This is an optimization exercise on Yosys and OpenROAD, whose aim is small area, not a production implementation. Function was checked by simulation only, so behaviour that the tests miss may differ from the original. No activity file was given, so power comes from the tool's default toggle rates.

**flow/design.v**
```verilog
module nibble_core #(
    parameter W = 320,
    parameter H = 240
) (
    input  wire         clk,
    input  wire         rst_n,         
    input  wire         cmd_valid,
    output wire         cmd_ready,
    input  wire [127:0] cmd_word,
    output wire         done,
    output wire [2:0]   result,
    output wire         vram_req,
    output wire         vram_we,
    output wire [15:0]  vram_addr,
    output wire [7:0]   vram_wdata,
    input  wire         vram_gnt,
    input  wire [7:0]   vram_rdata,
    output wire         text_req,
    output wire [15:0]  text_addr,
    input  wire         text_gnt,
    input  wire [7:0]   text_rdata,
    output wire         font_req,
    output wire [8:0]   font_addr,
    input  wire         font_gnt,
    input  wire [7:0]   font_rdata
);
    localparam RB  = W / 2;
    localparam SBC = RB * H;
    localparam S_IDLE  = 4'd0;
    localparam S_FIN   = 4'd1;
    localparam S_RD    = 4'd2;    
    localparam S_WR    = 4'd3;    
    localparam S_SRD   = 4'd4;    
    localparam S_SCHK  = 4'd5;    
    localparam S_TRD   = 4'd6;    
    localparam S_FRD   = 4'd7;    
    localparam S_NC    = 4'd8;    
    localparam S_NC2   = 4'd9;    
    localparam S_SETA  = 4'd10;   
    localparam S_START = 4'd11;   
    localparam S_DOWN  = 4'd12;   
    localparam M_RMW    = 3'd0;
    localparam M_WRBYTE = 3'd1;
    localparam M_CLEAR  = 3'd2;
    localparam M_PIXEL  = 3'd3;
    localparam M_VLINE  = 3'd4;
    localparam M_HLINE  = 3'd5;
    localparam M_GLYPH  = 3'd6;
    localparam M_TEXT   = 3'd7;
    reg [3:0]  state;
    reg [2:0]  mode;
    reg [2:0]  code;
    reg [15:0] ADDR;
    reg        STEP;
    reg [63:0] G;        
    reg [2:0]  ph;       
    reg [7:0]  C;        
    reg [5:0]  CNT;      
    reg [5:0]  I;        
    reg        par;      
    wire [15:0] R16 = G[15:0];
    wire [7:0]  L0  = G[7:0];
    wire [7:0]  L1  = G[15:8];
    wire [127:0] cw = cmd_word;
    wire [7:0]   op = cw[7:0];
    wire z9   = ~|cw[15:9];
    wire z16  = ~|cw[23:16];
    wire z24  = ~|cw[47:24];
    wire z48  = ~|cw[71:48];
    wire z72  = ~|cw[79:72];
    wire z80  = ~|cw[119:80];
    wire z120 = ~|cw[127:120];
    wire z_hi = z80 & z120;
    wire is_sa = (op == 8'h01);
    wire is_ss = (op == 8'h02);
    wire is_wb = (op == 8'h03);
    wire is_rm = (op == 8'h04);
    wire is_cl = (op == 8'h10);
    wire is_sp = (op == 8'h11);
    wire is_dl = (op == 8'h20);
    wire is_dg = (op == 8'h30);
    wire is_ds = (op == 8'h31);
    wire legal = (is_sa & z24 & z48 & z72 & z_hi)
               | (is_ss & z9 & z16 & z24 & z48 & z72 & z_hi)
               | ((is_wb | is_cl) & z16 & z24 & z48 & z72 & z_hi)
               | (is_rm & z24 & z48 & z72 & z_hi)
               | (is_sp & z48 & z72 & z_hi)
               | (is_dl & z_hi)
               | (is_dg & z120)
               | (is_ds & z72 & z_hi);
    wire [15:0] f_x  = cw[23:8];
    wire [15:0] f_y  = cw[39:24];
    wire [15:0] f_x1 = cw[55:40];
    wire [15:0] f_y1 = cw[71:56];
    wire addr_oor = (ADDR >= SBC);
    wire c8_bad   = |cw[15:12];
    wire c40_bad  = |cw[47:44];
    wire c48_bad  = |cw[55:52];
    wire c56_bad  = |cw[63:60];
    wire c64_bad  = |cw[71:68];
    wire c72_bad  = |cw[79:76];
    wire x_oor  = (f_x >= W);
    wire y_oor  = (f_y >= H);
    wire x1_oor = (f_x1 >= W);
    wire y1_oor = (f_y1 >= H);
    wire line_vert = (f_x[8:0] == f_x1[8:0]) && (f_y[7:0] <= f_y1[7:0]);
    wire line_horz = (f_y[7:0] == f_y1[7:0]) && (f_x[8:0] < f_x1[8:0]);
    wire gx_oor = ({1'b0, f_x} + 17'd7 >= W);
    wire gy_oor = ({1'b0, f_y} + 17'd7 >= H);
    wire sy_oor = ({1'b0, f_x1} + 17'd7 >= H);      
    wire [8:0]  ox  = is_ds ? f_y[8:0]  : f_x[8:0];
    wire [7:0]  oy  = is_ds ? f_x1[7:0] : f_y[7:0];
    wire [15:0] off = {oy, 7'd0} + {3'd0, oy, 5'd0} + {8'd0, ox[8:1]};
    wire [5:0]  scol = (|f_y[15:9] || f_y[8:3] >= 6'd40 || sy_oor) ? 6'd63
                                 : f_y[8:3] + {5'd0, |f_y[2:0]};
    wire        s_full = CNT[5] & (CNT[4] | CNT[3]);
    wire [8:0]  llen = line_vert ? {1'b0, f_y1[7:0]} - {1'b0, f_y[7:0]}
                                 : f_x1[8:0] - f_x[8:0];
    wire [2:0] col = CNT[5:3];
    wire [2:0] row = CNT[2:0] ^ {3{CNT[3]}};
    wire       gbit = (mode == M_TEXT)  ? font_rdata[~col]
                    : (mode == M_GLYPH) ? L0[~col] : 1'b1;
    wire [3:0] nib = gbit ? C[3:0] : C[7:4];
    reg [7:0] mm, mv;
    always @(*) begin
        case (mode)
        M_RMW:    begin mm = L0;    mv = L1; end
        M_WRBYTE: begin mm = 8'hFF; mv = L0; end
        M_CLEAR:  begin mm = 8'hFF; mv = {C[3:0], C[3:0]}; end
        default:  begin
            mm = par ? 8'h0F : 8'hF0;
            mv = par ? {4'h0, nib} : {nib, 4'h0};
        end
        endcase
    end
    assign vram_wdata = (vram_rdata & ~mm) | mv;
    reg rd_go;
    always @(*) begin
        case (mode)
        M_RMW, M_WRBYTE: rd_go = (ph == 3'd5);
        M_GLYPH:         rd_go = (ph + 3'd1 == row);
        default:         rd_go = 1'b1;
        endcase
    end
    wire ph6 = (ph == 3'd6);
    wire lastc = &CNT;
    wire linem = (mode == M_VLINE) | (mode == M_HLINE);
    wire last  = lastc & (~linem | &I[2:0]);
    wire       gl   = (mode == M_GLYPH) | (mode == M_TEXT);
    wire       vert = (state == S_DOWN) | (mode == M_VLINE) | (gl & (CNT[2:0] != 3'd7) & (state == S_WR));
    wire       up   = gl & CNT[3] & (state == S_WR);
    reg [15:0] dk;
    reg        dc;
    always @(*) begin
        dk = vert ? (up ? 16'hFF60 : 16'd160) : 16'd0;
        dc = vert ? 1'b0 : par;
        case (mode)
        M_WRBYTE: dc = STEP;
        M_CLEAR:  dc = 1'b1;
        default: ;
        endcase
    end
    wire [15:0] anext = ADDR + dk + {15'd0, dc};
    assign cmd_ready  = (state == S_IDLE);
    assign done       = (state == S_FIN);
    assign result     = code;
    assign vram_req   = ((state == S_RD) & rd_go) | (state == S_WR) | (state == S_FRD);
    assign vram_we    = (state == S_WR);
    assign vram_addr  = ADDR;
    assign text_req   = ((state == S_SRD) | (state == S_TRD) | (state == S_NC)) & ph6;
    assign text_addr  = R16 + {10'd0, I};
    assign font_req   = (state == S_FRD);
    assign font_addr  = {text_rdata[6], text_rdata[4:0], row};
    always @(posedge clk) begin
        if (state == S_IDLE) begin
            ph <= 3'd0;
            G[31:0]  <= cw[87:56];
            G[47:32] <= is_ds ? off : cw[103:88];
            G[63:48] <= is_dg ? cw[119:104] : cw[23:8];
            C[3:0] <= is_ds ? cw[59:56] : is_dl ? cw[75:72] : is_cl ? cw[11:8] : cw[43:40];
            C[7:4] <= is_ds ? cw[67:64] : cw[51:48];
        end else begin
            ph <= ph + 3'd1;
            G  <= {G[7:0], G[63:8]};
        end
    end
    always @(posedge clk) begin
        if (!rst_n) begin
            state <= S_IDLE;
            ADDR  <= 16'd0;
            STEP  <= 1'b0;
        end else begin
            case (state)
            S_IDLE: if (cmd_valid) begin
                code  <= 3'd0;
                state <= S_FIN;
                CNT   <= 6'h3F;
                par   <= ox[0];
                I     <= 6'd0;
                if (!legal) code <= 3'd6;
                else if (is_sa) begin
                    if (f_x >= SBC) code <= 3'd1;
                    else            state <= S_SETA;
                end else if (is_ss) begin
                    STEP <= cw[8];
                end else if (is_wb) begin
                    mode <= M_WRBYTE;
                    if (addr_oor) code <= 3'd1;
                    else          state <= S_RD;
                end else if (is_rm) begin
                    mode <= M_RMW;
                    if (addr_oor)  code <= 3'd1;
                    else if (STEP) code <= 3'd5;
                    else           state <= S_RD;
                end else if (is_cl) begin
                    mode <= M_CLEAR;
                    if (c8_bad) code <= 3'd4;
                    else begin
                        ADDR  <= 16'd0;
                        STEP  <= 1'b1;
                        state <= S_RD;
                    end
                end else if (is_sp) begin
                    mode <= M_PIXEL;
                    if (x_oor || y_oor) code <= 3'd1;
                    else if (c40_bad)   code <= 3'd4;
                    else begin
                        ADDR  <= off;
                        STEP  <= 1'b0;
                        state <= S_RD;
                    end
                end else if (is_dl) begin
                    mode <= line_vert ? M_VLINE : M_HLINE;
                    {I[2:0], CNT} <= ~llen;
                    if (x_oor || y_oor || x1_oor || y1_oor) code <= 3'd1;
                    else if (!line_vert && !line_horz)      code <= 3'd2;
                    else if (c72_bad)                       code <= 3'd4;
                    else begin
                        ADDR  <= off;
                        STEP  <= 1'b0;
                        state <= S_RD;
                    end
                end else if (is_dg) begin
                    mode <= M_GLYPH;
                    CNT  <= 6'h00;
                    if (gx_oor || gy_oor)        code <= 3'd1;
                    else if (c40_bad || c48_bad) code <= 3'd4;
                    else begin
                        ADDR  <= off;
                        STEP  <= 1'b0;
                        state <= S_RD;
                    end
                end else begin   
                    mode  <= M_TEXT;
                    CNT   <= scol;
                    if (c56_bad || c64_bad) code <= 3'd4;
                    state <= S_SRD;
                end
            end
            S_SETA: if (ph6) begin
                ADDR  <= R16;
                state <= S_FIN;
            end
            S_RD: if (vram_gnt && rd_go) state <= S_WR;
            S_WR: begin
                state <= (mode == M_TEXT) ? S_TRD : S_RD;
                if (vram_gnt) begin
                    case (mode)
                    M_RMW, M_PIXEL: state <= S_FIN;
                    M_WRBYTE: begin
                        ADDR  <= anext;
                        state <= S_FIN;
                    end
                    M_CLEAR: begin
                        ADDR <= anext;
                        if (ADDR == SBC - 1) state <= S_FIN;
                    end
                    default: begin    
                        if (last) begin
                            CNT   <= 6'h39;
                            I     <= I + 6'd1;
                            state <= (mode == M_TEXT) ? S_NC : (mode == M_GLYPH) ? S_DOWN : S_FIN;
                        end else begin
                            CNT  <= CNT + 6'd1;
                            if (linem && lastc) I <= I + 6'd1;
                            ADDR <= anext;
                            if (!vert) par <= ~par;
                        end
                    end
                    endcase
                end
            end
            S_SRD: if (text_gnt && ph6) state <= S_SCHK;
            S_SCHK: begin
                state <= S_SRD;
                if (text_rdata == 8'd0) begin
                    if (code != 3'd0 || I == 6'd0) state <= S_FIN;
                    else begin
                        I     <= 6'd0;
                        CNT   <= 6'h00;
                        STEP  <= 1'b0;
                        state <= S_START;
                    end
                end else if (s_full) begin
                    code  <= 3'd1;
                    state <= S_FIN;
                end else if (text_rdata < 8'd32 || text_rdata > 8'd95) begin
                    code  <= 3'd3;
                    state <= S_FIN;
                end else begin
                    I   <= I + 6'd1;
                    CNT <= CNT + 6'd1;
                end
            end
            S_START: if (ph == 3'd4) begin
                ADDR  <= R16;
                state <= S_TRD;
            end
            S_TRD: if (text_gnt && ph6) state <= S_FRD;
            S_FRD: state <= (font_gnt && vram_gnt) ? S_WR : S_TRD;
            S_NC: if (text_gnt && ph6) state <= S_NC2;
            S_NC2: begin
                if (text_rdata == 8'd0) state <= S_DOWN;
                else begin
                    ADDR  <= anext;
                    par   <= ~par;
                    CNT   <= 6'h00;
                    state <= S_TRD;
                end
            end
            S_DOWN: begin
                ADDR <= anext;
                CNT  <= CNT + 6'd1;
                if (lastc) state <= S_FIN;
            end
            S_FIN: state <= S_IDLE;
            default: state <= S_IDLE;
            endcase
        end
    end
endmodule
```
**flow/flow/run.sh**
```bash
#!/bin/bash
# Layout flow: the standard ORFS flow (standard.sh), with two changes:
#  - synthesis is ORFS's own synthesis script (the one standard.sh uses), but
#    ABC maps the logic with an area-oriented script (flow/abc_deep.script)
#    instead of ORFS's default one; registers are mapped before ABC runs, so
#    they are the standard synthesis's registers;
#  - the port buffers are sky130_fd_sc_hd__buf_1 cells.
# Each step writes its full output to a log file of its own in this folder.
set -euo pipefail
cd "$(dirname "$0")/.."
rm -rf synth_scripts
cp -r "$FLOW_HOME/scripts" synth_scripts
cp flow/abc_deep.script synth_scripts/abc_speed.script
bash standard.sh "SCRIPTS_DIR=$PWD/synth_scripts" synth > synth.log 2>&1
bash standard.sh "BUFFER_PORTS_ARGS=-buffer_cell sky130_fd_sc_hd__buf_1" finish > layout.log 2>&1
```
**flow/flow/abc_deep.script**
```
&get -n
&st
&deepsyn -T 30
&dch -f
&nf -a -R 1000
&put
topo
stime -c
```
**flow/standard.sh**
```bash
#!/bin/bash
# synth_recipe.tcl (not shown) runs the flow's synth.tcl, then flattens the netlist and writes it again
# the make line also repeats each setting of config.mk as NAME=value (left out here)
make -C /OpenROAD-flow-scripts/flow DESIGN_CONFIG=/design/flow/config.mk WORK_HOME=/design/flow/orfs CLKGATE_MAP_FILE= SYNTH_SCRIPT=/design/flow/synth_recipe.tcl "${@:-finish}"
```
**flow/config.mk**
```make
export PLATFORM = sky130hd
export DESIGN_NAME = nibble_core
export DESIGN_NICKNAME = nibble_core
export VERILOG_FILES = /design/flow/design.v
export SDC_FILE = /design/flow/constraint.sdc
export NUM_CORES = 4
export LEC_CHECK = 0
export CAP_MARGIN = 20
export CORE_MARGIN = 2
export CORE_UTILIZATION = 55
export CTS_BUF_LIST = sky130_fd_sc_hd__clkbuf_8
export PLACE_DENSITY = 0.65
export SLEW_MARGIN = 20
```
**flow/constraint.sdc**
```tcl
create_clock -name core_clock -period 6.5 [get_ports {clk}]
set_input_delay 1.3000 -clock core_clock [delete_from_list [all_inputs] [get_ports {clk}]]
set_output_delay 1.3000 -clock core_clock [all_outputs]
set_load 0.01 [all_outputs]
```
==> results.sh, run 1 <==
export IMPL_yosys_most_used_dff="dfxtp_1"
export IMPL_critPathArrivalTime_ns=6.00
export IMPL_path_class="primary input to register"
export IMPL_htreeDepth=4
export IMPL_finalCritPeriodShare_pct=86.0
export IMPL_antenna_found_initial=0
export IMPL_rsz0062_at_grt="false"
export IMPL_clockBufferDepth=2
export IMPL_rrSetupSlack_ns=1.43
export IMPL_grt_pass1_vias=8891
export IMPL_cts_made_buffers=17
export IMPL_io_pins=216
export IMPL_synth_warnings=1
export IMPL_drc=0
export IMPL_drive_above_1_share_pct=3.81
export IMPL_postSynth_asyncResetShare_pct=0
export IMPL_grt_pass1_wl_um=50100
export IMPL_clkTransAtPathRegs_ns=0.08
export IMPL_diodes=0
export IMPL_grt_overflow=0
export IMPL_syn_avg_cell_area_um2=7.70
export IMPL_r2r_cells=23
export IMPL_num_rows=45
export IMPL_fin_crit_ns=5.59
export IMPL_slew_viol_final=0
export IMPL_cts_hold_buffers=0
export IMPL_cpPeakStageDelay_ns=0.56
export IMPL_seq_area_frac_synth_pct=30.2
export IMPL_vias=9855
export IMPL_ys_seq_elements=115
export IMPL_dp_hpwl_um=26700
export IMPL_ctsResizeCount=0
export IMPL_synth_cell_types=57
export IMPL_cts_tree="yes"
export IMPL_die_x_um=129
export IMPL_area_growth_pct=17.9
export IMPL_die_area_mm2=0.0165
export IMPL_io_buffers=215
export IMPL_start_util_pct=56.1
export IMPL_die_h_um=129
export IMPL_synth_edf_count=27
export IMPL_required_ns=6.91
export IMPL_worstPathMaxFanout=16
export IMPL_powerDensity_mw_per_mm2=362
export IMPL_post_drt_wl_per_cell_um=21.6
export IMPL_crit_path_start_kind="primary input"
export IMPL_critPathSlowestCell="and3_1"
export IMPL_hold_worst_slack_ns=0.458
export IMPL_final_util_pct=66.2
export IMPL_cts_root_buffer="clkbuf_8"
export IMPL_place_inst=1520
export IMPL_hold_path_class="register to register"
export IMPL_setup_viol=0
export IMPL_gp_congestion=1.03
export IMPL_whs_endpoint="G[31]"
export IMPL_wirelength_um=33600
export IMPL_fmax_mhz=179
export IMPL_relSlewSlack_pct=28.2
export IMPL_min_from="G[39]"
export IMPL_skew_ns=0.0114
export IMPL_routed_via_density=6.35
export IMPL_whs_path_depth=2
export IMPL_firstDrtPassIters=10
export IMPL_stdcell_count=1552
export IMPL_synth_fp_nets=1334
export IMPL_cp_end_kind="register"
export IMPL_core_area_mm2=0.0152
export IMPL_ir_drop_mv=0.272
export IMPL_cts_sinks=115
export IMPL_p_leak_nw=3.86
export IMPL_cts_setup_buffers=0
export IMPL_syn_area_mm2=0.00853
export IMPL_final_hold_viol_count=0
export IMPL_crit_chain="buf_1, clkinv_1, ha_1, a21oi_1, o21ai_0, a21oi_1, o21bai_1, a21oi_1, o21ai_0, and2_0, o21a_1, o21ai_0, and2_0, nand3b_1, a21oi_1, o21ai_0, a211oi_1, and2_0, and3_1, a22o_1, a31oi_1, nand2_1"
export IMPL_final_nets=1577
export IMPL_drtIter0Drc=1810
export IMPL_grt_total_usage_pct=40.2
export IMPL_critPathLaunch="cmd_word[9]"
export IMPL_final_antenna_net_count=0
export IMPL_final_setup_tns_ns=0
export IMPL_outcome="timing/DRC/antenna clean"
export IMPL_reg2reg_to="ADDR[14]"
export IMPL_worstMarginPinSlew_ns=1.07
export IMPL_drv_cap=0
export IMPL_grt_start_max_net_pins=62
export IMPL_synthCells=1108
export IMPL_worstSkewPairLatency_ns=0.47
export IMPL_r2r_start="state[0]"
how the worst max path moves through the flow:
stage | cells past startpoint | endpoint | slack, ns
2_1_floorplan | 19 | ADDR[15] | 0.66
3_3_place_gp | 22 | ADDR[9] | 0.74
3_5_place_dp | 22 | ADDR[9] | 0.63
4_1_cts | 22 | ADDR[9] | 1.10
5_1_grt | 22 | ADDR[9] | 0.54
6_report | 22 | ADDR[9] | 0.91
report_power, final:
part	internal [mW]	switching, mW
Combinational	0.591	1.03
Clock	0.366	0.345
Sequential	1.04	0.275
sequential cells by signal (all words and copies together), names as in the netlist:
| signal | count |
|---|---|
| STEP | 1 |
| G | 64 |
| mode | 3 |
| state | 4 |
| C | 8 |
| I | 6 |
| CNT | 6 |
| ph | 3 |
| par | 1 |
| ADDR | 16 |
| code | 3 |
cell usage after synthesis (5+ instances only):
| cell type | instances | area (um2) |
|---|---|---|
| and3_1 | 12 | 75.1 |
| o21ai_0 | 43 | 215 |
| o21bai_1 | 17 | 128 |
| nand2b_1 | 10 | 62.6 |
| a22oi_1 | 8 | 60.1 |
| nand2_1 | 95 | 357 |
| dfxtp_1 | 88 | 1760 |
| nand4_1 | 14 | 87.6 |
| a21o_1 | 11 | 82.6 |
| or3_1 | 8 | 50.1 |
| a31oi_1 | 11 | 68.8 |
| nor2_1 | 206 | 773 |
| xor2_1 | 14 | 123 |
| buf_4 | 6 | 45.0 |
| nor2b_1 | 14 | 87.6 |
| nor4_1 | 29 | 181 |
| a222oi_1 | 42 | 420 |
| nor3_1 | 29 | 145 |
| fa_1 | 5 | 100 |
| clkinv_1 | 88 | 330 |
| xnor2_1 | 39 | 342 |
| a21oi_1 | 94 | 470 |
| mux2i_1 | 5 | 50.1 |
| or4_1 | 5 | 37.5 |
| o211ai_1 | 6 | 45.0 |
| nand3_1 | 36 | 180 |
| or2_0 | 8 | 50.1 |
| edfxtp_1 | 27 | 811 |
| and2_0 | 11 | 68.8 |
| ha_1 | 63 | 788 |
| o22ai_1 | 9 | 56.3 |
cells by family after synthesis:
group           count (synthesis)  share of synthesized area (%)
simple gates                  490                           26.5
fa+ha+maj                      68                           10.4
buf+inv                        94                           4.40
compound gates                282                           22.2
xor+xnor                       53                           5.44
flops                         115                           30.2
mux                             6                          0.851
worst max-delay path: cells and delay by family:
kind | cells | cell delay, ns
fa+ha+maj | 1 | 0.35
buf+inv | 2 | 0.61
simple gates | 6 | 1.46
compound gates | 13 | 2.26
placed cells by master (no fill, tap or decap), types with 5 or more instances in the layout:
cell      Yosys  layout
xnor2_1      39      39
nand2_1      95      94
or4_1         5       5
a31oi_1      11      10
edfxtp_1     27      27
a22oi_1       8       8
or2_0         8       8
and2_0       11      11
nor2b_1      14      13
a21o_1       11      11
dfxtp_1      88      88
mux2i_1       5       5
o211ai_1      6       6
buf_4         6      15
or3_1         8       8
xor2_1       14      14
o21ai_0      43      43
nand4_1      14      14
clkinv_1     88      87
nand3_1      36      36
o21bai_1     17      17
nor2_1      206     206
nand2b_1     10      10
fa_1          5       5
o22ai_1       9       9
a21oi_1      94      94
and3_1       12      12
clkbuf_8      0      19
buf_1         0     215
a222oi_1     42      42
nor4_1       29      29
nor3_1       29      29
ha_1         63      63
layout make-up:
class                      instances  area (um2)
timing repair buffer             230         920
tap                              188         235
clock buffer                      19         262
inverter                          88         330
multi-input combinational        899        5590
sequential                       115        2570
fill                            1385        5140
clock inverter                    13         148
layer usage:
layer	share of wire [%]	wire length [um]	global-route usage (%)	vias up
met5	0	0	0	-
met4	3.5	1170	13.7	0
met3	13	4210	8.86	103
met1	40	13400	54.8	4452
met2	44	14800	63.4	737
li1	-	-	-	4563
metrics by stage:
stage	area [um2]	setup slack [ns]	total power, mW
2_1_floorplan	8530	0.657	2.29
3_3_place_gp	9640	0.742	2.86
4_1_cts	10100	1.10	3.58
3_5_place_dp	9650	0.634	2.88
6_report	10100	0.907	3.64
5_1_grt	10100	0.538	3.84
==> run 2, diff against run 1 <==
--- a/flow/flow/run.sh
+++ b/flow/flow/run.sh
@@ -4,6 +4,8 @@
 #    ABC maps the logic with an area-oriented script (flow/abc_deep.script)
 #    instead of ORFS's default one; registers are mapped before ABC runs, so
 #    they are the standard synthesis's registers;
+#  - adders are not mapped to half/full-adder cells first, so ABC maps
+#    them with the rest of the logic (ADDER_MAP_FILE empty);
 #  - the port buffers are sky130_fd_sc_hd__buf_1 cells.
 # Each step writes its full output to a log file of its own in this folder.
 set -euo pipefail
@@ -11,5 +13,5 @@
 rm -rf synth_scripts
 cp -r "$FLOW_HOME/scripts" synth_scripts
 cp flow/abc_deep.script synth_scripts/abc_speed.script
-bash standard.sh "SCRIPTS_DIR=$PWD/synth_scripts" synth > synth.log 2>&1
+bash standard.sh "SCRIPTS_DIR=$PWD/synth_scripts" ADDER_MAP_FILE= synth > synth.log 2>&1
 bash standard.sh "BUFFER_PORTS_ARGS=-buffer_cell sky130_fd_sc_hd__buf_1" finish > layout.log 2>&1
==> run 2 against run 1 <==
Setup slack lost 0.46 ns. Largest cell class unchanged. Area after synthesis shrank 5.9%. Still clean on timing, DRC and antenna. Non-clock buffer count grew 19. Hold slack lost 0.0083 ns. Final area shrank 3.5%. Critical endpoint is now ADDR[14].
==> results.sh, run 2 <==
export IMPL_path_depth=24
export IMPL_io_pins=216
export IMPL_cts_tree="yes"
export IMPL_post_drt_wl_per_cell_um=20.9
export IMPL_synth_cell_types=59
export IMPL_drc=0
export IMPL_critPathArrivalTime_ns=6.38
export IMPL_power_mw=3.91
export IMPL_die_h_um=125
export IMPL_synthTopCellsByCount="nor2_1 (243), dfxtp_1 (88), nand2_1 (85), a21oi_1 (78), o21ai_0 (71)"
export IMPL_yosysTopAreaCell="dfxtp_1"
export IMPL_post_synth_top_area_fraction_pct=22.0
export IMPL_relSlewSlack_pct=38.8
export IMPL_vias=9891
export IMPL_cts_made_buffers=17
export IMPL_required_ns=6.83
export IMPL_wirelength_um=32200
export IMPL_cpPeakStageDelay_ns=0.36
export IMPL_syn_avg_cell_area_um2=7.40
export IMPL_yosys_most_used_dff="dfxtp_1"
export IMPL_grt_pass1_vias=8930
export IMPL_fmax_mhz=165
export IMPL_critPathSlowestCell="maj3_1"
export IMPL_skew_ns=0.0131
export IMPL_final_common_cell="nor2_1"
export IMPL_final_setup_tns_ns=0
export IMPL_die_x_um=125
export IMPL_die_area_mm2=0.0156
export IMPL_r2r_start="mode[2]"
export IMPL_min_from="G[19]"
export IMPL_area_growth_pct=21.0
export IMPL_cp_common_cell="a21oi_1"
export IMPL_crit_path_start_kind="primary input"
export IMPL_critPathBufInv=1
export IMPL_grt_total_usage_pct=40.2
export IMPL_largest_reg_flops=64
export IMPL_grt_start_max_net_pins=43
export IMPL_drv_cap=0
export IMPL_powerDensity_mw_per_mm2=403
export IMPL_worst_slack_ns=0.452
export IMPL_htreeDepth=4
export IMPL_critPathLaunch="cmd_word[1]"
export IMPL_cp_end_kind="register"
export IMPL_path_class="primary input to register"
export IMPL_ir_drop_mv=0.235
export IMPL_postSynth_asyncResetShare_pct=0
export IMPL_layout_common_cells="nor2_1 (243), buf_1 (215), dfxtp_1 (88)"
export IMPL_routed_via_density=6.41
export IMPL_rsz0062_at_grt="false"
export IMPL_io_buffers=215
export IMPL_r2r_cells=27
export IMPL_worstPathMaxFanout=5
export IMPL_slew_viol_final=0
export IMPL_synthCells=1085
export IMPL_whs_path_depth=2
export IMPL_antenna_found_initial=0
export IMPL_final_hold_viol_count=0
export IMPL_top_register="G"
export IMPL_gp_congestion=1.08
export IMPL_drive_above_1_share_pct=5.00
export IMPL_num_rows=44
export IMPL_ys_seq_elements=115
export IMPL_grt_overflow=0
export IMPL_crit_chain="buf_1, nor3_1, and3_1, and3_2, mux2i_2, xor2_1, a21oi_1, nor3_1, o21bai_1, maj3_1, mux2_1, maj3_1, nor2b_1, a21oi_1, a21oi_1, nor2b_1, a21oi_1, nor2_1, a211oi_2, a21oi_1, xnor2_1, o221ai_1, a21oi_1, o21ai_0"
export IMPL_finalCritPeriodShare_pct=93.0
export IMPL_cts_hold_buffers=0
export IMPL_clkTransAtPathRegs_ns=0.07
export IMPL_seq_area_frac_synth_pct=32.1
export IMPL_core_area_mm2=0.0144
export IMPL_setup_viol=0
export IMPL_drtIter0Drc=1399
export IMPL_final_antenna_net_count=0
export IMPL_worstMarginPinSlew_ns=0.911
export IMPL_outcome="timing/DRC/antenna clean"
export IMPL_dp_hpwl_um=24900
export IMPL_critical_path_top_delay_family="compound AO/OA/AOI/OAI gates"
export IMPL_reg_top3="G: 64 flops, ADDR: 16 flops, C: 8 flops"
export IMPL_start_util_pct=55.8
export IMPL_cts_sinks=115
export IMPL_synth_warnings=1
export IMPL_synth_top_cells_by_area="dfxtp_1 (22%), nor2_1 (11%), edfxtp_1 (10%)"
export IMPL_firstDrtPassIters=10
export IMPL_syn_area_mm2=0.00802
export IMPL_place_ws_ns=0.137
export IMPL_cts_root_buffer="clkbuf_8"
export IMPL_clockBufferDepth=2
export IMPL_diodes=0
export IMPL_yosysMostFrequentCell="nor2_1"
export IMPL_synth_edf_count=27
export IMPL_worstSkewPairLatency_ns=0.45
export IMPL_synth_fp_nets=1243
export IMPL_final_nets=1505
export IMPL_grt_pass1_wl_um=48800
export IMPL_ctsResizeCount=0
export IMPL_p_leak_nw=3.41
export IMPL_hold_path_class="register to register"
export IMPL_fin_crit_ns=6.05
export IMPL_cts_setup_buffers=0
==> run 2: cell types whose count changed after synthesis, sizes merged, moves of 10 or more <==
cell / change
xnor2: +10
nor2b: +11
o21bai: -15
a21oi: -16
o22ai: +21
xor2: +17
clkinv: -67
ha: -63
nor2: +37
nand2: -10
a222oi: -38
a221oi: +10
o21ai: +28
nor3: +11
==> run 2: metrics by stage <==
step	utilization (%)	hold slack, ns	cell area [um2]	std cells
final	67.5	0.450	9710	1543
after global routing	67.5	0.472	9710	1543
after CTS	67.5	0.452	9700	1543
after detailed placement	64.5	0.439	9270	1512
after global placement	64.5	0.434	9270	1512
after floorplan	-	0.427	8030	1085
==> run 2: logic make-up after synthesis <==
logic type / count (synthesis) / synth area share (%)
flip-flops: 115 / 32.1
XOR/XNOR: 80 / 8.73
buffers and inverters: 27 / 1.54
adder cells (fa/ha/maj): 6 / 0.749
multiplexers: 14 / 1.78
AND/OR/NAND/NOR: 553 / 32.3
AO/OA/AOI/OAI: 290 / 22.8
==> run 2: cell type report <==
type,count,area [um2]
fillers,1340,4660
repair buffers,249,1060
inverters,21,78.8
flip-flops and latches,115,2570
clock buffers,20,275
well taps,184,230
clock inverters,11,149
multi-input cells,943,5340
==> run 2: worst paths after layout <==
path         endpoint  slack, ns
max          ADDR[14]       0.45
min             G[11]       0.45
max reg2reg  ADDR[15]       0.68
min reg2reg     G[11]       0.45
==> run 2: worst reg2reg max path, cell delays in order, from the launching register on <==
cell      delay, ns
edfxtp_1       0.50
nor2_1         0.13
buf_4          0.23
and2_0         0.51
a21oi_1        0.14
nand2_1        0.16
nand2_1        0.09
nor2_1         0.15
and3_1         0.27
a21o_1         0.14
nand2_1        0.07
o21ai_0        0.39
nand2_1        0.14
a21oi_1        0.22
nor2b_1        0.21
nor3_1         0.08
nor2_1         0.18
nor2_1         0.08
xnor2_1        0.18
nor4_1         0.43
nand2b_1       0.18
a21oi_1        0.13
a21oi_1        0.21
nor2_1         0.13
a211o_1        0.33
nor2b_1        0.13
o21ai_0        0.14
o311ai_0       0.15
==> run 2: layer usage <==
layer  share of wire, %  up-vias  global-route usage, %
li1                   -     4540                      -
met1                 38     4527                   53.0
met2                 43      702                   61.6
met3                 13      122                   11.0
met4                4.8        0                   17.9
met5                  0        -                      0
==> run 2: power breakdown <==
part	switching [mW]	leakage (nW)	internal, mW
clock	0.315	0.218	0.411
sequential	0.311	0.976	1.07
combinational	1.16	2.21	0.635
total	1.79	3.41	2.12
==> run 3, diff against run 2 <==
--- a/flow/design.v
+++ b/flow/design.v
@@ -39,6 +39,7 @@
     localparam S_SETA  = 4'd10;   
     localparam S_START = 4'd11;   
     localparam S_DOWN  = 4'd12;   
+    localparam S_CONV  = 4'd13;   
     localparam M_RMW    = 3'd0;
     localparam M_WRBYTE = 3'd1;
     localparam M_CLEAR  = 3'd2;
@@ -108,8 +109,8 @@
     wire gx_oor = ({1'b0, f_x} + 17'd7 >= W);
     wire gy_oor = ({1'b0, f_y} + 17'd7 >= H);
     wire sy_oor = ({1'b0, f_x1} + 17'd7 >= H);      
-    wire [8:0]  ox  = is_ds ? f_y[8:0]  : f_x[8:0];
-    wire [7:0]  oy  = is_ds ? f_x1[7:0] : f_y[7:0];
+    wire [8:0]  ox  = f_x[8:0];
+    wire [7:0]  oy  = f_y[7:0];
     wire [15:0] off = {oy, 7'd0} + {3'd0, oy, 5'd0} + {8'd0, ox[8:1]};
     wire [5:0]  scol = (|f_y[15:9] || f_y[8:3] >= 6'd40 || sy_oor) ? 6'd63
                                  : f_y[8:3] + {5'd0, |f_y[2:0]};
@@ -120,13 +121,14 @@
     wire [2:0] row = CNT[2:0] ^ {3{CNT[3]}};
     wire       gbit = (mode == M_TEXT)  ? font_rdata[~col]
                     : (mode == M_GLYPH) ? L0[~col] : 1'b1;
-    wire [3:0] nib = gbit ? C[3:0] : C[7:4];
+    wire       cring = (mode == M_TEXT) | (mode == M_VLINE) | (mode == M_HLINE);
+    wire [3:0] nib = cring ? (gbit ? L0[3:0] : L1[3:0]) : (gbit ? C[3:0] : C[7:4]);
     reg [7:0] mm, mv;
     always @(*) begin
         case (mode)
         M_RMW:    begin mm = L0;    mv = L1; end
         M_WRBYTE: begin mm = 8'hFF; mv = L0; end
-        M_CLEAR:  begin mm = 8'hFF; mv = {C[3:0], C[3:0]}; end
+        M_CLEAR:  begin mm = 8'hFF; mv = {L0[3:0], L0[3:0]}; end
         default:  begin
             mm = par ? 8'h0F : 8'hF0;
             mv = par ? {4'h0, nib} : {nib, 4'h0};
@@ -137,23 +139,24 @@
     reg rd_go;
     always @(*) begin
         case (mode)
-        M_RMW, M_WRBYTE: rd_go = (ph == 3'd5);
+        M_RMW, M_WRBYTE, M_CLEAR: rd_go = (ph == 3'd5);
+        M_VLINE, M_HLINE: rd_go = (ph == 3'd1);
         M_GLYPH:         rd_go = (ph + 3'd1 == row);
         default:         rd_go = 1'b1;
         endcase
     end
     wire ph6 = (ph == 3'd6);
     wire lastc = &CNT;
-    wire linem = (mode == M_VLINE) | (mode == M_HLINE);
-    wire last  = lastc & (~linem | &I[2:0]);
+    wire wide  = (mode == M_VLINE) | (mode == M_HLINE) | (state == S_CONV);
+    wire last  = lastc & (~wide | &I[2:0]);
     wire       gl   = (mode == M_GLYPH) | (mode == M_TEXT);
     wire       vert = (state == S_DOWN) | (mode == M_VLINE) | (gl & (CNT[2:0] != 3'd7) & (state == S_WR));
     wire       up   = gl & CNT[3] & (state == S_WR);
     reg [15:0] dk;
     reg        dc;
     always @(*) begin
-        dk = vert ? (up ? 16'hFF60 : 16'd160) : 16'd0;
-        dc = vert ? 1'b0 : par;
+        dk = (state == S_CONV) ? 16'hFFA0 : vert ? (up ? 16'hFF60 : 16'd160) : 16'd0;
+        dc = (vert | (state == S_CONV)) ? 1'b0 : par;
         case (mode)
         M_WRBYTE: dc = STEP;
         M_CLEAR:  dc = 1'b1;
@@ -175,10 +178,9 @@
         if (state == S_IDLE) begin
             ph <= 3'd0;
             G[31:0]  <= cw[87:56];
-            G[47:32] <= is_ds ? off : cw[103:88];
+            G[47:32] <= is_ds ? {cw[47:40], cw[32:25]} : cw[103:88];
             G[63:48] <= is_dg ? cw[119:104] : cw[23:8];
-            C[3:0] <= is_ds ? cw[59:56] : is_dl ? cw[75:72] : is_cl ? cw[11:8] : cw[43:40];
-            C[7:4] <= is_ds ? cw[67:64] : cw[51:48];
+            C <= {cw[51:48], cw[43:40]};
         end else begin
             ph <= ph + 3'd1;
             G  <= {G[7:0], G[63:8]};
@@ -195,7 +197,7 @@
                 code  <= 3'd0;
                 state <= S_FIN;
                 CNT   <= 6'h3F;
-                par   <= ox[0];
+                par   <= is_ds ? cw[24] : cw[8];
                 I     <= 6'd0;
                 if (!legal) code <= 3'd6;
                 else if (is_sa) begin
@@ -282,7 +284,7 @@
                             state <= (mode == M_TEXT) ? S_NC : (mode == M_GLYPH) ? S_DOWN : S_FIN;
                         end else begin
                             CNT  <= CNT + 6'd1;
-                            if (linem && lastc) I <= I + 6'd1;
+                            if (wide && lastc) I <= I + 6'd1;
                             ADDR <= anext;
                             if (!vert) par <= ~par;
                         end
@@ -297,7 +299,6 @@
                     if (code != 3'd0 || I == 6'd0) state <= S_FIN;
                     else begin
                         I     <= 6'd0;
-                        CNT   <= 6'h00;
                         STEP  <= 1'b0;
                         state <= S_START;
                     end
@@ -314,7 +315,18 @@
             end
             S_START: if (ph == 3'd4) begin
                 ADDR  <= R16;
-                state <= S_TRD;
+                {I[2:0], CNT} <= {1'b1, ~L1};
+                state <= S_CONV;
+            end
+            S_CONV: begin
+                CNT <= CNT + 6'd1;
+                if (lastc) I <= I + 6'd1;
+                if (last) begin
+                    CNT   <= 6'h00;
+                    I     <= 6'd0;
+                    state <= S_TRD;
+                end else
+                    ADDR <= anext;
             end
             S_TRD: if (text_gnt && ph6) state <= S_FRD;
             S_FRD: state <= (font_gnt && vram_gnt) ? S_WR : S_TRD;
--- a/flow/flow/run.sh
+++ b/flow/flow/run.sh
@@ -1,5 +1,5 @@
 #!/bin/bash
-# Layout flow: the standard ORFS flow (standard.sh), with two changes:
+# Layout flow: the standard ORFS flow (standard.sh), with these changes:
 #  - synthesis is ORFS's own synthesis script (the one standard.sh uses), but
 #    ABC maps the logic with an area-oriented script (flow/abc_deep.script)
 #    instead of ORFS's default one; registers are mapped before ABC runs, so
==> flow/flow/abc_deep.script (replaced) <==
&get -n
&st
&deepsyn -T 30
&dch -f
&nf -a -R 1000
&st
&dch -f
&nf -a -R 1000
&st
&dch -f
&nf -a -R 1000
&put
topo
stime -c
==> run 3 against run 2 <==
Still clean. Area after synthesis decreased by 3.3%. Sequential share of layout area increased by 1.3 points. Non-clock buffer count decreased by 21. Hold slack got worse by 0.0069 ns. Largest cell class unchanged.
==> results.sh, run 3 <==
export IMPL_skew_ns=0.0165
export IMPL_die_area_mm2=0.0151
export IMPL_grt_pass1_wl_um=47000
export IMPL_gp_congestion=1.09
export IMPL_pwr_share_seq_pct=36.4
export IMPL_synthTopCellsByCount="nor2_1 (191), nand2_1 (94), dfxtp_1 (88), o21ai_0 (74), a21oi_1 (65)"
export IMPL_fin_crit_ns=5.61
export IMPL_ys_seq_elements=115
export IMPL_p_leak_nw=3.19
export IMPL_yosysMostFrequentCell="nor2_1"
export IMPL_path_depth=14
export IMPL_grt_overflow=0
export IMPL_largest_reg_flops=64
export IMPL_critPathArrivalTime_ns=4.31
export IMPL_worstMarginPinSlew_ns=1.14
export IMPL_synthCells=1034
export IMPL_core_area_mm2=0.0138
export IMPL_ctsResizeCount=0
export IMPL_crit_chain="xor2_1, a21oi_1, nor2_1, or3_1, a21oi_1, a21oi_1, a21oi_1, and3_1, nand3_1, nor2_1, nand4_1, nor2_1, xor2_1, buf_1"
export IMPL_die_x_um=123
export IMPL_worstSkewPairLatency_ns=0.48
export IMPL_antenna_found_initial=0
export IMPL_outcome="timing/DRC/antenna clean"
export IMPL_relSlewSlack_pct=23.5
export IMPL_dp_hpwl_um=24100
export IMPL_r2r_cells=22
export IMPL_combPwrFrac_pct=46.5
export IMPL_grt_pass1_vias=8385
export IMPL_required_ns=5.20
export IMPL_critPathBufInv=1
export IMPL_critPathLaunch="G[1]"
export IMPL_htreeDepth=4
export IMPL_finalCritPeriodShare_pct=86.3
export IMPL_fin_area_mm2=0.00924
export IMPL_drc=0
export IMPL_diodes=0
export IMPL_drtIter0Drc=1480
export IMPL_wirelength_um=31700
export IMPL_cp_common_cell="a21oi_1"
export IMPL_power_mw=3.93
export IMPL_p_switching_mw=1.94
export IMPL_cts_tree="yes"
export IMPL_final_nets=1433
export IMPL_synth_edf_count=27
export IMPL_syn_area_mm2=0.00776
export IMPL_critPathSlowestCell="dfxtp_1"
export IMPL_yosysTopAreaCell="dfxtp_1"
export IMPL_setup_viol=0
export IMPL_cts_hold_buffers=0
export IMPL_place_inst=1436
export IMPL_path_class="register to output port"
export IMPL_clkTransAtPathRegs_ns=0.09
export IMPL_fillers=1286
export IMPL_post_drt_wl_per_cell_um=21.6
export IMPL_min_from="G[45]"
export IMPL_final_antenna_net_count=0
export IMPL_vias=9732
export IMPL_hold_worst_slack_ns=0.443
export IMPL_place_area_mm2=0.00885
export IMPL_worstPathMaxFanout=9
export IMPL_top_register="G"
export IMPL_slew_viol_final=0
export IMPL_final_hold_viol_count=0
export IMPL_power_share_clock_pct=17.1
export IMPL_cpPeakStageDelay_ns=0.70
export IMPL_drive_above_1_share_pct=3.80
export IMPL_worst_slack_ns=0.892
export IMPL_swShare_pct=49.4
export IMPL_die_h_um=123
export IMPL_p_int_mw=1.99
export IMPL_drv_cap=0
export IMPL_io_buffers=215
export IMPL_reg_top3="G: 64 flops, ADDR: 16 flops, C: 8 flops"
export IMPL_powerDensity_mw_per_mm2=425
export IMPL_area_growth_pct=19.1
export IMPL_stdcell_count=1468
export IMPL_hold_path_class="register to register"
export IMPL_cts_sinks=115
export IMPL_synth_warnings=1
export IMPL_final_setup_tns_ns=0
export IMPL_post_synth_top_area_fraction_pct=22.7
export IMPL_start_util_pct=56.1
export IMPL_layout_common_cells="buf_1 (215), nor2_1 (191), nand2_1 (93)"
export IMPL_r2r_start="state[0]"
export IMPL_rrSetupSlack_ns=2.01
export IMPL_cts_root_buffer="clkbuf_8"
export IMPL_whs_path_depth=2
export IMPL_cts_setup_buffers=0
export IMPL_fmax_mhz=178
export IMPL_critical_path_top_delay_family="simple AND/OR/NAND/NOR gates"
export IMPL_io_pins=216
export IMPL_num_rows=43
export IMPL_place_ws_ns=0.807
export IMPL_synth_top_cells_by_area="dfxtp_1 (23%), edfxtp_1 (10%), nor2_1 (9.2%)"
export IMPL_final_common_cell="buf_1"
export IMPL_rsz0062_at_grt="false"
export IMPL_grt_start_max_net_pins=72
export IMPL_syn_avg_cell_area_um2=7.50
export IMPL_seq_area_frac_synth_pct=33.2
export IMPL_firstDrtPassIters=7
export IMPL_cp_end_kind="output port"
export IMPL_synth_cell_types=57
export IMPL_ir_drop_mv=0.268
export IMPL_grt_total_usage_pct=41.8
export IMPL_cts_made_buffers=17
export IMPL_crit_path_start_kind="register"
export IMPL_yosys_most_used_dff="dfxtp_1"
export IMPL_final_util_pct=66.8
export IMPL_synth_fp_nets=1192
export IMPL_postSynth_asyncResetShare_pct=0
export IMPL_routed_via_density=6.63
export IMPL_clockBufferDepth=2
run 3: worst paths after layout:
kind                   end
max          text_addr[15]
max reg2reg       ADDR[15]
min reg2reg          G[37]
min                  G[37]
run 3: power by group through the flow:
stage / Sequential, mW / Clock (mW) / Combinational, mW
after floorplan: 1.29 / 0 / 1.16
after global placement: 1.42 / 0 / 1.76
after detailed placement: 1.42 / 0 / 1.77
after CTS: 1.41 / 0.672 / 1.78
after global routing: 1.45 / 0.707 / 1.99
final: 1.43 / 0.673 / 1.83
run 3: cells by family (layout without fill, tap and decap cells):
logic type / Yosys count / in the layout / share of synthesized area [%]
simple gates: 498 / 498 / 30.3
flops: 115 / 115 / 33.2
compound gates: 294 / 294 / 25.6
xor+xnor: 64 / 64 / 7.23
buf+inv: 60 / 314 / 3.19
fa+ha+maj: 1 / 1 / 0.129
mux: 2 / 2 / 0.419
run 3: area by class of cell:
class | instances | area, um2 | area share, %
Timing Repair Buffer | 228 | 905 | 9.79
Tap cell | 180 | 225 | 2.44
Multi-Input combinational cell | 859 | 4950 | 53.6
Clock inverter | 15 | 151 | 1.64
Sequential cell | 115 | 2570 | 27.8
Inverter | 54 | 203 | 2.19
Clock buffer | 17 | 234 | 2.53
run 3: routing by layer:
| metal | vias to the layer above | wire, um | GRT usage, % |
|---|---|---|---|
| met2 | 794 | 13600 | 62.5 |
| met3 | 185 | 3870 | 9.57 |
| met1 | 4399 | 12200 | 55.3 |
| met4 | 0 | 2070 | 24.0 |
| met5 | - | 0 | 0 |
| li1 | 4354 | - | - |
run 3: worst register-to-register path: stages, from the launching register on:
cell and delay [ns]:
dfxtp_1 0.62, nand2b_1 0.32, nor3_1 0.48, a221oi_1 0.15
buf_4 0.21, nand3b_1 0.08, nand2_1 0.12, nand3_1 0.10
o21ai_0 0.15, or3_1 0.40, nand2_1 0.09, nand3_1 0.13
o21ai_0 0.16, nand2_1 0.11, nor2_1 0.18, and3_1 0.25
nand3_1 0.14, nand2_1 0.10, o211ai_1 0.13, nor2_1 0.20
a21oi_1 0.06, a21o_1 0.16, nand3_1 0.07
==> run 4, diff against run 3 <==
--- a/flow/flow/run.sh
+++ b/flow/flow/run.sh
@@ -6,7 +6,8 @@
 #    they are the standard synthesis's registers;
 #  - adders are not mapped to half/full-adder cells first, so ABC maps
 #    them with the rest of the logic (ADDER_MAP_FILE empty);
-#  - the port buffers are sky130_fd_sc_hd__buf_1 cells.
+#  - the port buffers are sky130_fd_sc_hd__buf_1 cells;
+#  - clock tree synthesis adds no dummy loads (-dont_use_dummy_load).
 # Each step writes its full output to a log file of its own in this folder.
 set -euo pipefail
 cd "$(dirname "$0")/.."
@@ -14,4 +15,6 @@
 cp -r "$FLOW_HOME/scripts" synth_scripts
 cp flow/abc_deep.script synth_scripts/abc_speed.script
 bash standard.sh "SCRIPTS_DIR=$PWD/synth_scripts" ADDER_MAP_FILE= synth > synth.log 2>&1
-bash standard.sh "BUFFER_PORTS_ARGS=-buffer_cell sky130_fd_sc_hd__buf_1" finish > layout.log 2>&1
+bash standard.sh "BUFFER_PORTS_ARGS=-buffer_cell sky130_fd_sc_hd__buf_1" \
+  "CTS_ARGS=-sink_clustering_enable -repair_clock_nets -buf_list sky130_fd_sc_hd__clkbuf_8 -dont_use_dummy_load" \
+  finish > layout.log 2>&1
--- a/flow/config.mk
+++ b/flow/config.mk
@@ -9,5 +9,6 @@
 export CORE_MARGIN = 2
 export CORE_UTILIZATION = 55
 export CTS_BUF_LIST = sky130_fd_sc_hd__clkbuf_8
+export GPL_TIMING_DRIVEN = 0
 export PLACE_DENSITY = 0.65
 export SLEW_MARGIN = 20
==> run 4 against run 3 <==
Final cell count shrank 1.3%. Register-to-register slack worse by 1.5 ns. Maximum frequency is 7.8% lower. Clock skew increased by 0.015 ns. Final area fell by 0.87%. Sequential cell count is the same. Utilization shrank 0.84 points. Setup slack worse by 0.47 ns. Sequential power is essentially flat. First-iteration DRC count grew 6.1%. Sequential share of layout area increased by 0.26 points. Synthesized cell count is the same. Largest power group unchanged.
==> results.sh, run 4 <==
export IMPL_powerDensity_mw_per_mm2=409
export IMPL_fin_crit_ns=6.08
export IMPL_crit_path_start_kind="primary input"
export IMPL_io_buffers=215
export IMPL_synthCells=1034
export IMPL_worstMarginPinSlew_ns=1.05
export IMPL_yosysTopAreaCell="dfxtp_1"
export IMPL_wirelength_um=30500
export IMPL_crit_chain="buf_1, nor2b_1, nor2_1, or3_1, a21o_1, a21o_1, o21ai_0, nand2_1, and3_1, o21ai_0, nand3_1, a31oi_1, nor3_1, nor2_1, a21oi_1, nor4bb_1, nor2b_1, nor2b_1, nand2b_1, and2_0, nand2_1, o311ai_0"
export IMPL_synth_cell_types=64
export IMPL_finalCritPeriodShare_pct=93.6
export IMPL_synth_top_cells_by_area="dfxtp_1 (23%), edfxtp_1 (10%), nor2_1 (9.1%)"
export IMPL_top_register="G"
export IMPL_cts_made_buffers=17
export IMPL_yosysMostFrequentCell="nor2_1"
export IMPL_grt_start_max_net_pins=71
export IMPL_grt_pass1_vias=8269
export IMPL_diodes=0
export IMPL_die_h_um=123
export IMPL_place_ws_ns=0.00853
export IMPL_critPathArrivalTime_ns=6.38
export IMPL_start_util_pct=56.1
export IMPL_final_common_cell="buf_1"
export IMPL_vias=9517
export IMPL_antenna_found_initial=0
export IMPL_critPathSlowestCell="nor4bb_1"
export IMPL_routed_via_density=6.57
export IMPL_p_leak_nw=3.13
export IMPL_outcome="timing/DRC/antenna clean"
export IMPL_drv_cap=0
export IMPL_cp_common_cell="nor2b_1"
export IMPL_final_nets=1429
export IMPL_synthTopCellsByCount="nor2_1 (188), nand2_1 (94), dfxtp_1 (88), a21oi_1 (73)"
export IMPL_htreeDepth=4
export IMPL_ys_seq_elements=115
export IMPL_rsz0062_at_grt="false"
export IMPL_worstPathMaxFanout=11
export IMPL_worstSkewPairLatency_ns=0.45
export IMPL_drtIter0Drc=1570
export IMPL_rrSetupSlack_ns=0.48
export IMPL_synth_edf_count=27
export IMPL_ir_drop_mv=0.254
export IMPL_core_area_mm2=0.0139
export IMPL_whs_path_depth=2
export IMPL_num_rows=43
export IMPL_syn_area_mm2=0.00779
export IMPL_cts_sinks=115
export IMPL_fmax_mhz=164
export IMPL_path_class="primary input to register"
export IMPL_cts_root_buffer="clkbuf_8"
export IMPL_reg_top3="G: 64 flops, ADDR: 16 flops, C: 8 flops"
export IMPL_largest_reg_flops=64
export IMPL_io_pins=216
export IMPL_multi_input_area_mm2=0.00499
export IMPL_synth_fp_nets=1192
export IMPL_drc=0
export IMPL_syn_avg_cell_area_um2=7.54
export IMPL_grt_pass1_wl_um=45400
export IMPL_slew_viol_final=0
export IMPL_final_antenna_net_count=0
export IMPL_cts_tree="yes"
export IMPL_area_growth_pct=17.5
export IMPL_stdcell_count=1449
export IMPL_drive_above_1_share_pct=2.84
export IMPL_post_drt_wl_per_cell_um=21.1
export IMPL_yosys_most_used_dff="dfxtp_1"
export IMPL_cpPeakStageDelay_ns=0.54
export IMPL_grt_total_usage_pct=40.0
export IMPL_die_x_um=123
export IMPL_seq_area_frac_synth_pct=33.0
export IMPL_clockBufferDepth=2
export IMPL_postSynth_asyncResetShare_pct=0
export IMPL_skew_ns=0.0319
export IMPL_hold_path_class="register to register"
export IMPL_gp_congestion=1.01
export IMPL_clkTransAtPathRegs_ns=0.07
export IMPL_grt_overflow=0
export IMPL_setup_viol=0
export IMPL_dp_hpwl_um=23000
export IMPL_cp_end_kind="register"
export IMPL_final_hold_viol_count=0
export IMPL_r2r_cells=24
export IMPL_place_inst=1432
export IMPL_worst_slack_ns=0.419
export IMPL_die_area_mm2=0.0151
export IMPL_relSlewSlack_pct=29.4
export IMPL_required_ns=6.80
export IMPL_cts_setup_buffers=0
export IMPL_seq_area_mm2=0.00257
export IMPL_post_synth_top_area_fraction_pct=22.6
export IMPL_fillers=1288
export IMPL_firstDrtPassIters=20
export IMPL_layout_common_cells="buf_1 (215), nor2_1 (188), nand2_1 (93)"
export IMPL_synth_warnings=1
==> run 4: cell count changes after synthesis, moves of 7 or more <==
cell      before  now
a21oi_1       65   73
nor2b_1       24   15
a22oi_1       17    6
o21ai_0       74   60
a211oi_1       5   12
==> run 4: what timing repair did <==
item / CTS / global route
setup endpoints to repair: 0 / 4
hold buffers: 0 / 0
gates resized for setup: 0 / 6
==> run 4: logic make-up after synthesis <==
logic type,synth area share (%)
flops,33.0
mux,0.803
fa+ha+maj,0.514
buf+inv,3.47
compound gates,25.4
xor+xnor,7.42
simple gates,29.3
==> run 4: metal layers <==
metal | routed length, um | GRT usage, % | part of all wire [%]
met4 | 1880 | 22.9 | 6.2
met3 | 3770 | 8.30 | 12
met5 | 0 | 0 | 0
met1 | 11600 | 51.7 | 38
met2 | 13300 | 61.8 | 43
==> run 4: power by group <==
| group | switching (mW) | internal, mW | leakage [nW] |
|---|---|---|---|
| clock network | 0.259 | 0.229 | 0.122 |
| registers | 0.390 | 1.06 | 0.986 |
| logic | 1.13 | 0.675 | 2.02 |
| total | 1.78 | 1.97 | 3.13 |
==> run 4: final timing paths <==
path / endpoint / start
worst max-delay path: ADDR[1] / cmd_word[8]
worst min register to register: G[48] / G[56]
worst min-delay path: G[48] / G[56]
worst max register to register: ADDR[15] / state[1]
==> run 4: critical path, delay by kind of cell <==
family / cells / cell delay, ns
and+or+nand+nor: 14 / 3.41
AOI/OAI and AO/OA: 7 / 1.31
buffers and inverters: 1 / 0.36
==> run 4: metrics by stage <==
| step | total power, mW | util, % | cell area, um2 | hold WS [ns] | TNS [ns] |
|---|---|---|---|---|---|
| after global routing | 3.95 | 66.0 | 9160 | 0.449 | 0 |
| after global placement | 3.13 | 63.6 | 8830 | 0.417 | -0.205 |
| after detailed placement | 3.18 | 64.1 | 8900 | 0.417 | 0 |
| final | 3.74 | 66.0 | 9160 | 0.430 | 0 |
| after floorplan | 2.46 | - | 7790 | 0.408 | 0 |
| after CTS | 3.67 | 65.8 | 9130 | 0.432 | 0 |
==> run 4: area by class of cell <==
| cell class | instances | area share (%) |
|---|---|---|
| buffer | 6 | 0.492 |
| tap | 180 | 2.46 |
| sequential | 115 | 28.1 |
| clock buffer | 17 | 2.55 |
| timing repair buffer | 218 | 9.45 |
| multi-input combinational | 853 | 54.5 |
| inverter | 60 | 2.47 |
==> run 5, diff against run 4 <==
--- a/flow/config.mk
+++ b/flow/config.mk
@@ -7,8 +7,8 @@
 export LEC_CHECK = 0
 export CAP_MARGIN = 20
 export CORE_MARGIN = 2
-export CORE_UTILIZATION = 55
+export CORE_UTILIZATION = 62
 export CTS_BUF_LIST = sky130_fd_sc_hd__clkbuf_8
 export GPL_TIMING_DRIVEN = 0
-export PLACE_DENSITY = 0.65
+export PLACE_DENSITY = 0.72
 export SLEW_MARGIN = 20
==> run 5 against run 4 <==
Critical path depth up 1. Final cell count down 0.90%. Via count is 1.9% higher. Global-route usage grew 4.2 points. Final area is 1.1% lower. Routed wire length is 1.9% lower. Register-to-register slack improved by 1.2 ns. Highest routed layer unchanged. Clock power about the same. Setup slack better by 0.30 ns. Non-clock buffer count fell by 1.
==> results.sh, run 5 <==
export IMPL_grt_pass1_wl_um=44800
export IMPL_post_drt_wl_per_cell_um=20.9
export IMPL_fillers=1035
export IMPL_path_class="primary input to register"
export IMPL_io_buffers=215
export IMPL_final_nets=1428
export IMPL_synth_edf_count=27
export IMPL_routed_via_density=6.75
export IMPL_ctsResizeCount=0
export IMPL_stdcell_count=1436
export IMPL_fmax_mhz=173
export IMPL_ir_drop_mv=0.344
export IMPL_r2r_start="state[2]"
export IMPL_final_util_pct=74.8
export IMPL_final_common_cell="buf_1"
export IMPL_rrSetupSlack_ns=1.71
export IMPL_required_ns=6.89
export IMPL_hold_path_class="register to register"
export IMPL_r2r_cells=20
export IMPL_p_leak_nw=3.11
export IMPL_setup_viol=0
export IMPL_synthTopCellsByCount="nor2_1 (191), nand2_1 (94), dfxtp_1 (88), o21ai_0 (74), a21oi_1 (65)"
export IMPL_core_area_mm2=0.0121
export IMPL_post_synth_top_area_fraction_pct=22.7
export IMPL_crit_chain="buf_1, xnor2_1, and3_1, o21a_1, a21oi_1, or2_0, o21ai_0, nand2_1, a21oi_1, o21a_1, o21a_1, nor2_1, nor2_1, a31oi_1, a31oi_1, nor2_1, nand2_1, nor2_1, o211ai_1, nor2_1, a21oi_1, a21o_1, nand3_1"
export IMPL_cts_made_buffers=17
export IMPL_io_pins=216
export IMPL_critPathLaunch="cmd_word[10]"
export IMPL_skew_ns=0.0288
export IMPL_seq_area_mm2=0.00257
export IMPL_critical_path_top_delay_family="simple AND/OR/NAND/NOR gates"
export IMPL_layout_common_cells="buf_1 (215), nor2_1 (191), nand2_1 (93)"
export IMPL_crit_path_start_kind="primary input"
export IMPL_cts_tree="yes"
export IMPL_start_util_pct=64.0
export IMPL_final_hold_viol_count=0
export IMPL_slew_viol_final=0
export IMPL_worstPathMaxFanout=9
export IMPL_yosys_most_used_dff="dfxtp_1"
export IMPL_seq_area_frac_synth_pct=33.2
export IMPL_fin_crit_ns=5.78
export IMPL_cts_hold_buffers=0
export IMPL_cts_sinks=115
export IMPL_firstDrtPassIters=9
export IMPL_largest_reg_flops=64
export IMPL_powerDensity_mw_per_mm2=411
export IMPL_grt_total_usage_pct=44.2
export IMPL_syn_avg_cell_area_um2=7.50
export IMPL_diodes=0
export IMPL_grt_overflow=0
export IMPL_place_inst=1419
export IMPL_grt_pass1_vias=8569
export IMPL_vias=9700
export IMPL_critPathBufInv=1
export IMPL_dp_hpwl_um=22600
export IMPL_area_growth_pct=16.8
export IMPL_final_antenna_net_count=0
export IMPL_clkTransAtPathRegs_ns=0.08
export IMPL_relSlewSlack_pct=28.3
export IMPL_cp_common_cell="nor2_1"
export IMPL_yosysTopAreaCell="dfxtp_1"
export IMPL_grt_start_max_net_pins=48
export IMPL_multi_input_area_mm2=0.00495
export IMPL_die_area_mm2=0.0134
export IMPL_cts_setup_buffers=0
export IMPL_yosysMostFrequentCell="nor2_1"
export IMPL_top_register="G"
export IMPL_cpPeakStageDelay_ns=0.63
export IMPL_die_h_um=116
export IMPL_hold_worst_slack_ns=0.428
export IMPL_htreeDepth=4
export IMPL_die_x_um=116
export IMPL_synth_cell_types=57
export IMPL_postSynth_asyncResetShare_pct=0
export IMPL_rsz0062_at_grt="false"
export IMPL_cp_end_kind="register"
export IMPL_power_mw=3.73
export IMPL_worstSkewPairLatency_ns=0.46
export IMPL_syn_area_mm2=0.00776
export IMPL_worstMarginPinSlew_ns=1.07
export IMPL_drtIter0Drc=1705
export IMPL_drive_above_1_share_pct=2.37
export IMPL_synth_top_cells_by_area="dfxtp_1 (23%), edfxtp_1 (10%), nor2_1 (9.2%)"
export IMPL_path_depth=23
export IMPL_synthCells=1034
export IMPL_drv_cap=0
export IMPL_ys_seq_elements=115
export IMPL_crit_end="ADDR[15]"
export IMPL_antenna_found_initial=0
export IMPL_clockBufferDepth=2
export IMPL_reg2reg_to="ADDR[15]"
export IMPL_cts_root_buffer="clkbuf_8"
export IMPL_critPathSlowestCell="nor2_1"
export IMPL_wirelength_um=30000
export IMPL_synth_fp_nets=1192
export IMPL_reg_top3="G: 64 flops, ADDR: 16 flops, C: 8 flops"
export IMPL_num_rows=40
export IMPL_synth_warnings=1
export IMPL_gp_congestion=0.994
export IMPL_critPathArrivalTime_ns=6.17
export IMPL_outcome="timing/DRC/antenna clean"
export IMPL_drc=0
export IMPL_finalCritPeriodShare_pct=88.9
export IMPL_final_setup_tns_ns=0
## run 5: area by class of cell
cell class	instances	share of cell area, %
repair buffers	217	9.26
inverters	54	2.25
clock buffers	17	2.58
plain buffers	6	0.497
well taps	168	2.32
multi-input cells	859	54.7
flip-flops and latches	115	28.4
## run 5: power breakdown
group | switching (mW) | internal, mW | total (mW)
registers | 0.396 | 1.07 | 1.46
clock network | 0.261 | 0.229 | 0.490
logic | 1.14 | 0.633 | 1.77
total | 1.80 | 1.93 | 3.73
## run 5: kinds of logic (layout without fill, tap and decap cells)
| kind of cell | after synthesis | in the layout | synth area share (%) |
|---|---|---|---|
| mux | 2 | 2 | 0.419 |
| flops | 115 | 115 | 33.2 |
| compound gates | 294 | 294 | 25.6 |
| fa+ha+maj | 1 | 1 | 0.129 |
| xor+xnor | 64 | 64 | 7.23 |
| simple gates | 498 | 498 | 30.3 |
| buf+inv | 60 | 294 | 3.19 |
## run 5: how the worst min path moves through the flow
stage,start,to,slack [ns],depth (start not counted)
2_1_floorplan,G[40],G[32],0.41,2
3_3_place_gp,G[45],G[37],0.42,2
3_5_place_dp,G[45],G[37],0.43,2
4_1_cts,G[42],G[34],0.43,2
5_1_grt,G[42],G[34],0.46,2
6_report,G[42],G[34],0.43,2
## run 5: per-layer routing
metal	vias up	GRT usage, %	routed length (um)
met5	-	0	0
met1	4349	56.3	10800
met3	173	10.9	4250
met2	835	68.1	13200
met4	0	26.2	1790
li1	4343	-	-
## run 5: worst reg2reg max path, delay by kind of cell, from the launching register on
| family | cells | cell delay, ns |
|---|---|---|
| AO/OA/AOI/OAI | 6 | 1.53 |
| AND/OR/NAND/NOR | 13 | 2.37 |
| flip-flops | 1 | 0.62 |
| XOR/XNOR | 1 | 0.22 |
## run 5: through the flow
stage	worst slack, ns	area [um2]
after global placement	-0.741	8770
final	0.721	9060
after CTS	0.927	9050
after global routing	0.433	9060
after floorplan	1.69	7760
after detailed placement	0.576	8820
==> run 6, diff against run 5 <==
--- a/flow/config.mk
+++ b/flow/config.mk
@@ -7,8 +7,8 @@
 export LEC_CHECK = 0
 export CAP_MARGIN = 20
 export CORE_MARGIN = 2
-export CORE_UTILIZATION = 62
+export CORE_UTILIZATION = 68
 export CTS_BUF_LIST = sky130_fd_sc_hd__clkbuf_8
 export GPL_TIMING_DRIVEN = 0
-export PLACE_DENSITY = 0.72
+export PLACE_DENSITY = 0.78
 export SLEW_MARGIN = 20
==> run 6 against run 5 <==
Highest routed layer unchanged. Sequential power barely moved. Via count is 1.4% higher. Synthesized cell count unchanged. Routed wire length about the same. Register-to-register slack lost 1.4 ns. Critical endpoint is now ADDR[1]. First-iteration DRC count grew 0.76%. Global-route usage rose by 2.9 points.
==> results.sh, run 6 <==
export IMPL_synthTopCellsByCount="nor2_1 (188), nand2_1 (94), dfxtp_1 (88), a21oi_1 (73)"
export IMPL_finalCritPeriodShare_pct=95.9
export IMPL_grt_pass1_vias=8819
export IMPL_syn_area_mm2=0.00779
export IMPL_die_h_um=111
export IMPL_crit_path_start_kind="primary input"
export IMPL_cts_made_buffers=17
export IMPL_synth_cell_types=64
export IMPL_htreeDepth=4
export IMPL_r2r_start="state[1]"
export IMPL_crit_chain="buf_1, nor2b_1, nor2_1, or3_1, a21o_1, a21o_1, o21ai_0, nand2_1, and3_1, o21ai_0, nand3_1, a31oi_1, nor3_1, nor2_1, a21oi_1, nor4bb_1, and2_0, nand2_1, nand2b_1, and2_0, nand2_1, o311ai_0"
export IMPL_die_x_um=111
export IMPL_post_synth_top_area_fraction_pct=22.6
export IMPL_drv_cap=0
export IMPL_fin_area_mm2=0.00903
export IMPL_critical_path_top_delay_family="simple AND/OR/NAND/NOR gates"
export IMPL_cts_root_buffer="clkbuf_8"
export IMPL_fmax_mhz=160
export IMPL_synthCells=1034
export IMPL_yosys_most_used_dff="dfxtp_1"
export IMPL_io_buffers=215
export IMPL_num_rows=39
export IMPL_antenna_found_initial=0
export IMPL_grt_pass1_wl_um=45400
export IMPL_largest_reg_flops=64
export IMPL_path_class="primary input to register"
export IMPL_firstDrtPassIters=14
export IMPL_final_common_cell="buf_1"
export IMPL_synth_warnings=1
export IMPL_critPathSlowestCell="nor4bb_1"
export IMPL_fillers=842
export IMPL_path_depth=22
export IMPL_syn_avg_cell_area_um2=7.54
export IMPL_grt_start_max_net_pins=73
export IMPL_skew_ns=0.0320
export IMPL_cpPeakStageDelay_ns=0.64
export IMPL_reg_top3="G: 64 flops, ADDR: 16 flops, C: 8 flops"
export IMPL_stdcell_count=1409
export IMPL_min_from="G[58]"
export IMPL_drc=0
export IMPL_final_hold_viol_count=0
export IMPL_relSlewSlack_pct=27.4
export IMPL_wirelength_um=30000
export IMPL_dp_hpwl_um=22200
export IMPL_worstPathMaxFanout=7
export IMPL_cp_end_kind="register"
export IMPL_rsz0062_at_grt="false"
export IMPL_cp_common_cell="nand2_1"
export IMPL_synth_edf_count=27
export IMPL_cts_tree="yes"
export IMPL_yosysMostFrequentCell="nor2_1"
export IMPL_post_drt_wl_per_cell_um=21.3
export IMPL_synth_top_cells_by_area="dfxtp_1 (23%), edfxtp_1 (10%), nor2_1 (9.1%)"
export IMPL_layout_common_cells="buf_1 (215), nor2_1 (188), nand2_1 (93)"
export IMPL_seq_area_frac_synth_pct=33.0
export IMPL_worstSkewPairLatency_ns=0.47
export IMPL_io_pins=216
export IMPL_p_leak_nw=3.10
export IMPL_drtIter0Drc=1718
export IMPL_start_util_pct=68.8
export IMPL_final_antenna_net_count=0
export IMPL_grt_total_usage_pct=47.0
export IMPL_clockBufferDepth=2
export IMPL_worstMarginPinSlew_ns=1.09
export IMPL_drive_above_1_share_pct=2.29
export IMPL_vias=9838
export IMPL_place_area_mm2=0.00879
export IMPL_critPathArrivalTime_ns=6.58
export IMPL_whs_path_depth=2
export IMPL_outcome="timing/DRC/antenna clean"
export IMPL_top_register="G"
-- run 6: final timing paths --
check	to	slack (ns)
worst max-delay path	ADDR[1]	0.26
worst min-delay path	G[50]	0.45
worst max register to register	ADDR[15]	0.36
worst min register to register	G[50]	0.45
-- run 6: cell families after synthesis --
group	count (synthesis)	synth area share, %
AO/OA/AOI/OAI	289	25.4
XOR/XNOR	66	7.42
adder cells (fa/ha/maj)	4	0.514
buffers and inverters	66	3.47
flip-flops	115	33.0
multiplexers	5	0.803
AND/OR/NAND/NOR	489	29.3
-- run 6: layer usage --
| metal | vias to the layer above | global-route usage (%) | share of wire [%] |
|---|---|---|---|
| li1 | 4336 | - | - |
| met1 | 4314 | 57.0 | 34 |
| met2 | 943 | 71.3 | 42 |
| met3 | 245 | 13.2 | 14 |
| met4 | 0 | 35.0 | 9.0 |
| met5 | - | 0 | 0 |
-- run 6: power by group --
part / total [mW] / switching (mW) / internal [mW]
logic: 1.77 / 1.14 / 0.632
clock network: 0.486 / 0.258 / 0.229
registers: 1.45 / 0.382 / 1.06
-- run 6: layout make-up --
type / count / area [um2] / area share [%]
buffer: 6 / 45.0 / 0.499
clock buffer: 17 / 234 / 2.59
inverter: 60 / 226 / 2.51
multi-input combinational: 853 / 4970 / 55.0
sequential: 115 / 2570 / 28.5
tap: 143 / 179 / 1.98
timing repair buffer: 215 / 807 / 8.93
-- run 6: what timing repair did --
action                     CTS  global route
setup endpoints to repair    0             2
gates resized for setup      0             2
hold buffers                 0             0
hold endpoints to repair     0             0
-- run 6: tightest hold or removal path: stages (launching register included) --
cell	delay (ns)
dfxtp_1	0.31
a222oi_1	0.06
clkinv_1	0.05
-- run 6: per-stage QoR --
step / power, mW / setup TNS, ns
3_5_place_dp: 3.12 / 0
6_report: 3.70 / 0
4_1_cts: 3.60 / 0
5_1_grt: 3.87 / 0
3_3_place_gp: 3.07 / -0.0378
2_1_floorplan: 2.46 / 0

Setup slack of run 6, layout unchanged: 0.264 ns with ideal ports, 0.280 ns with driving cells assumed (clock clkbuf_16, inputs buf_2), -0.216 ns with port delays also shifted by the 0.496 ns mid clock arrival.
